This is an optimization exercise on Yosys and OpenROAD, whose aim is small area, a short achievable clock period and few clock cycles, not a production implementation. Only simulation tests tie the RTL to the original design; equivalence was not proved. The clock port is modelled as an ideal driver; clocking choices that lean on that would not hold on a real chip. Power figures rest on the tool's default switching activity, not on a simulated workload.

==> flow/design.v <==
module fpp (
    input  wire         clk,
    input  wire         rst,           
    input  wire         in_valid,
    output wire         in_ready,
    input  wire [2:0]   in_kind,
    input  wire [7:0]   in_data,
    output wire [3:0]   status,
    output wire [6:0]   rxlen,
    output wire [191:0] sb             
);
    localparam [2:0] K_START = 3'd0;
    localparam [2:0] K_BYTE  = 3'd1;
    localparam [2:0] K_END   = 3'd2;
    localparam [2:0] K_ERROR = 3'd3;
    localparam [1:0] P_NF  = 2'd0;    
    localparam [1:0] P_INC = 2'd1;    
    localparam [1:0] P_CHK = 2'd2;    
    localparam [1:0] P_OK  = 2'd3;    
    reg [6:0]   rxlen_r;     
    reg [3:0]   status_r;
    reg [191:0] sb_r;
    reg [191:0] cand;        
    reg         clr;         
    reg         clr_ld;      
    reg         rdy;         
    reg         pbv;         
    reg [7:0]   pbd;         
    reg [1:0]   pst;
    reg         pok;         
    reg         prev42;      
    reg [4:0]   j;           
    reg [12:0]  acc;         
    reg         hi_ok;       
    assign in_ready = rdy;
    wire go      = in_valid & rdy;
    wire a_start = go & (in_kind == K_START);
    wire a_byte  = go & (in_kind == K_BYTE);
    wire a_end   = go & (in_kind == K_END);
    wire a_error = go & (in_kind == K_ERROR);
    wire a_parse = go & in_kind[2];
    wire infr  = (pst == P_INC);
    wire shift = clr | (pbv & infr & (j >= 5'd4) & (j < 5'd28));
    always @(posedge clk)
        if (shift)
            cand <= {cand[183:0], pbd & {8{~clr}}};
    wire load = clr_ld | (in_valid & in_kind[2] & pok);
    integer k;
    always @(posedge clk)
        if (load)
            for (k = 0; k < 12; k = k + 1)
                sb_r[16*k +: 16] <= cand[191 - 16*k -: 16];
    reg [1:0] pst_n;
    always @* begin
        pst_n = pst;
        if (pbv) begin
            if (pst == P_NF && prev42 && pbd == 8'h4D)
                pst_n = P_INC;
            if (pst == P_INC && j == 5'd31)
                pst_n = (hi_ok && acc[7:0] == pbd) ? P_OK : P_CHK;
        end
        if (a_start || a_error)
            pst_n = P_NF;
    end
    always @(posedge clk) begin
        pbd <= in_data;
        if (rst) begin
            clr      <= 1'b1;
            clr_ld   <= 1'b0;
            rdy      <= 1'b0;
            j        <= 5'd0;
            rxlen_r  <= 7'd0;
            status_r <= 4'd0;
            pbv      <= 1'b0;
            pst      <= P_NF;
            pok      <= 1'b0;
            prev42   <= 1'b0;
        end else if (clr) begin
            j      <= j + 5'd1;
            clr_ld <= (j == 5'd23);
            if (clr_ld) begin
                clr <= 1'b0;
                rdy <= 1'b1;
            end
        end else begin
            pbv <= a_byte & ~rxlen_r[6];
            pst <= pst_n;
            pok <= (pst_n == P_OK);
            if (pbv) begin
                prev42 <= (pbd == 8'h42);
                if (pst == P_NF) begin
                    j   <= 5'd2;
                    acc <= 13'h008F;     
                end else begin
                    j <= j + 5'd1;
                    if (j < 5'd30)
                        acc <= acc + {5'd0, pbd};
                    if (j == 5'd30)
                        hi_ok <= ({3'd0, acc[12:8]} == pbd);
                end
            end
            if (a_start) begin
                rxlen_r <= 7'd0;
                prev42  <= 1'b0;
            end
            if (a_byte && !rxlen_r[6])
                rxlen_r <= rxlen_r + 7'd1;
            if (a_end)
                status_r <= 4'd0;
            if (a_error) begin
                rxlen_r  <= 7'd0;
                status_r <= 4'd8;
            end
            if (a_parse)
                case (pst)
                    P_NF:    status_r <= 4'd4;
                    P_INC:   status_r <= 4'd5;
                    P_CHK:   status_r <= 4'd3;
                    default: status_r <= 4'd0;
                endcase
        end
    end
    assign status = status_r;
    assign rxlen  = rxlen_r;
    assign sb     = sb_r;
endmodule
Settings: LEC_CHECK=0, CAP_MARGIN=20, CORE_MARGIN=2, CORE_UTILIZATION=55, SETUP_SLACK_MARGIN=3.65, SLEW_MARGIN=20; clock period 6.0 ns.
standard.sh (not shown) runs the stock make flow with config.mk's settings and CLKGATE_MAP_FILE= SYNTH_SCRIPT=/design/flow/synth_recipe.tcl, a recipe that flattens the netlist after the stock synthesis.
==> flow/flow/run.sh <==
#!/bin/bash
# The standard layout (standard.sh) with three changes:
#  - the port buffers are buf_1 cells instead of the slow delay cells that
#    buffer_ports picks by default;
#  - the clock tree uses larger sink clusters of clkbuf_16 (fewer buffers);
#  - after CTS, the clock port drives the tree's second level directly and
#    the root buffer is removed (clk_root.tcl), one buffer fewer on every
#    register's clock path.
# Each step writes its full output to a log file of its own here.
set -euo pipefail
export BUFFER_PORTS_ARGS="-buffer_cell sky130_fd_sc_hd__buf_1"
export CTS_ARGS="-sink_clustering_enable -repair_clock_nets -buf_list sky130_fd_sc_hd__clkbuf_16 -sink_clustering_size 25 -sink_clustering_max_diameter 100 -sink_buffer_max_cap_derate 1.0"
bash standard.sh cts > make_to_cts.log 2>&1
R=orfs/results/${FLOW_PLATFORM}/fpp/base
ODB_IN=$R/4_1_cts.odb ODB_OUT=$R/4_1_cts.odb openroad -no_init -exit flow/clk_root.tcl > clk_root.log 2>&1
cp $R/4_1_cts.odb $R/4_cts.odb
bash standard.sh finish > make_finish.log 2>&1
==> flow/flow/clk_root.tcl <==
read_db $::env(ODB_IN)
set block [ord::get_db_block]
set clknet [[$block findBTerm clk] getNet]
set roots {}
foreach it [$clknet getITerms] { lappend roots $it }
if {[llength $roots] != 1} { puts "clock port drives [llength $roots] pins; nothing done"; write_db $::env(ODB_OUT); exit }
set root [[lindex $roots 0] getInst]
set rootnet ""
foreach it [$root getITerms] { if {[$it isOutputSignal]} { set rootnet [$it getNet] } }
set loads {}
set ok 1
foreach it [$rootnet getITerms] {
  if {![$it isInputSignal]} continue
  lappend loads $it
  if {![string match "sky130_fd_sc_hd__clkbuf*" [[[$it getInst] getMaster] getName]]} { set ok 0 }
}
if {!$ok || [llength $loads] > 4 || [llength $loads] == 0} { puts "root drives [llength $loads] pins (all buffers: $ok); nothing done"; write_db $::env(ODB_OUT); exit }
foreach it $loads { $it disconnect; $it connect $clknet }
puts "removed root [$root getName]: [llength $loads] buffers now driven by the clock port"
odb::dbInst_destroy $root
odb::dbNet_destroy $rootnet
write_db $::env(ODB_OUT)
Testbench counts at the start, summed over its fixed seeds: cycles 15,751.
==> next run, changes <==
==> flow/flow/run.sh (replaced) <==
#!/bin/bash
# The standard layout (standard.sh) with two changes:
#  - the port buffers are buf_1 cells instead of the slow delay cells that
#    buffer_ports picks by default;
#  - the clock tree uses larger sink clusters of clkbuf_16 (fewer buffers).
set -euo pipefail
export BUFFER_PORTS_ARGS="-buffer_cell sky130_fd_sc_hd__buf_1"
export CTS_ARGS="-sink_clustering_enable -repair_clock_nets -buf_list sky130_fd_sc_hd__clkbuf_16 -sink_clustering_size 30 -sink_clustering_max_diameter 100 -sink_buffer_max_cap_derate 1.0"
bash standard.sh finish > flow_make.log 2>&1
CORE_UTILIZATION = 70   (was 55)
PLACE_DENSITY = 0.75   (was unset)
SETUP_SLACK_MARGIN = 3.6   (was 3.65)
removed: flow/flow/clk_root.tcl
Outcome: Fmax goes down by about 2.2%. Routed wire length goes up by about 1.7%. Global-route usage goes up by 5.9 points. Via count goes up by about 0.37%. Non-clock buffer count goes down by 2. Final cell count goes down by about 6%.
==> next run, changes <==
==> flow/flow/run.sh (replaced) <==
#!/bin/bash
# The standard layout (standard.sh) with three changes:
#  - the port buffers are buf_1 cells instead of the slow delay cells that
#    buffer_ports picks by default;
#  - the clock tree uses larger sink clusters of clkbuf_16 (fewer buffers);
#  - after CTS, the clock port drives the tree's second level directly and
#    the root buffer is removed (clk_root.tcl), one buffer fewer on every
#    register's clock path.
# Each step writes its full output to a log file of its own here.
set -euo pipefail
export BUFFER_PORTS_ARGS="-buffer_cell sky130_fd_sc_hd__buf_1"
export CTS_ARGS="-sink_clustering_enable -repair_clock_nets -buf_list sky130_fd_sc_hd__clkbuf_16 -sink_clustering_size 25 -sink_clustering_max_diameter 100 -sink_buffer_max_cap_derate 1.0"
bash standard.sh cts > make_to_cts.log 2>&1
R=orfs/results/${FLOW_PLATFORM}/fpp/base
ODB_IN=$R/4_1_cts.odb ODB_OUT=$R/4_1_cts.odb openroad -no_init -exit flow/clk_root.tcl > clk_root.log 2>&1
cp $R/4_1_cts.odb $R/4_cts.odb
bash standard.sh finish > make_finish.log 2>&1
==> flow/flow/clk_root.tcl (new file) <==
read_db $::env(ODB_IN)
set block [ord::get_db_block]
set clknet [[$block findBTerm clk] getNet]
set roots {}
foreach it [$clknet getITerms] { lappend roots $it }
if {[llength $roots] != 1} { puts "clock port drives [llength $roots] pins; nothing done"; write_db $::env(ODB_OUT); exit }
set root [[lindex $roots 0] getInst]
set rootnet ""
foreach it [$root getITerms] { if {[$it isOutputSignal]} { set rootnet [$it getNet] } }
set loads {}
set ok 1
foreach it [$rootnet getITerms] {
  if {![$it isInputSignal]} continue
  lappend loads $it
  if {![string match "sky130_fd_sc_hd__clkbuf*" [[[$it getInst] getMaster] getName]]} { set ok 0 }
}
if {!$ok || [llength $loads] > 4 || [llength $loads] == 0} { puts "root drives [llength $loads] pins (all buffers: $ok); nothing done"; write_db $::env(ODB_OUT); exit }
foreach it $loads { $it disconnect; $it connect $clknet }
puts "removed root [$root getName]: [llength $loads] buffers now driven by the clock port"
odb::dbInst_destroy $root
odb::dbNet_destroy $rootnet
write_db $::env(ODB_OUT)
CORE_UTILIZATION = 55   (was 70)
PLACE_DENSITY = unset   (was 0.75)
SETUP_SLACK_MARGIN = 3.75   (was 3.6)
What happened: The changed run ran to the end with no violations; final area came out higher by about 2.8%; cell count came out higher by 6.3%; sequential power is about the same; area after synthesis does not change; utilization came out lower by 16 points; power came out higher by about 1.2%; critical path depth came out higher by 6; fmax came out higher by 4.6%; register-to-register slack gains 0.08 ns; routed wire length came out lower by about 0.45%.

## what the ideal ports hide
How much do the figures lean on ideal ports? The routed layouts below were timed once more, with nothing changed but the port constraints.
Step 1, drivers: a clkbuf_16 drives clk and a buf_2 each remaining input, both assumed.
Step 2, shift: input delay + t, output delay - t, t = (earliest + latest rising clock arrival at the registers) / 2. This alone moves slack from input paths to output paths.
Three values: ideal ports, drivers, drivers and shift; two values: the first two.
run	t (ns)	slack for setup (ns)	pins driven straight from the clock port
the first run	0.445	3.713 / 3.745 / 3.303	2
the second run	0.553	3.661 / 3.616 / 3.147	1
the third run	0.445	3.764 / 3.758 / 3.341	2
After both steps every run listed still meets setup and hold. For the second run, which loses most, drivers alone change the setup slack by -0.045 ns; drivers and shift together by -0.514 ns.
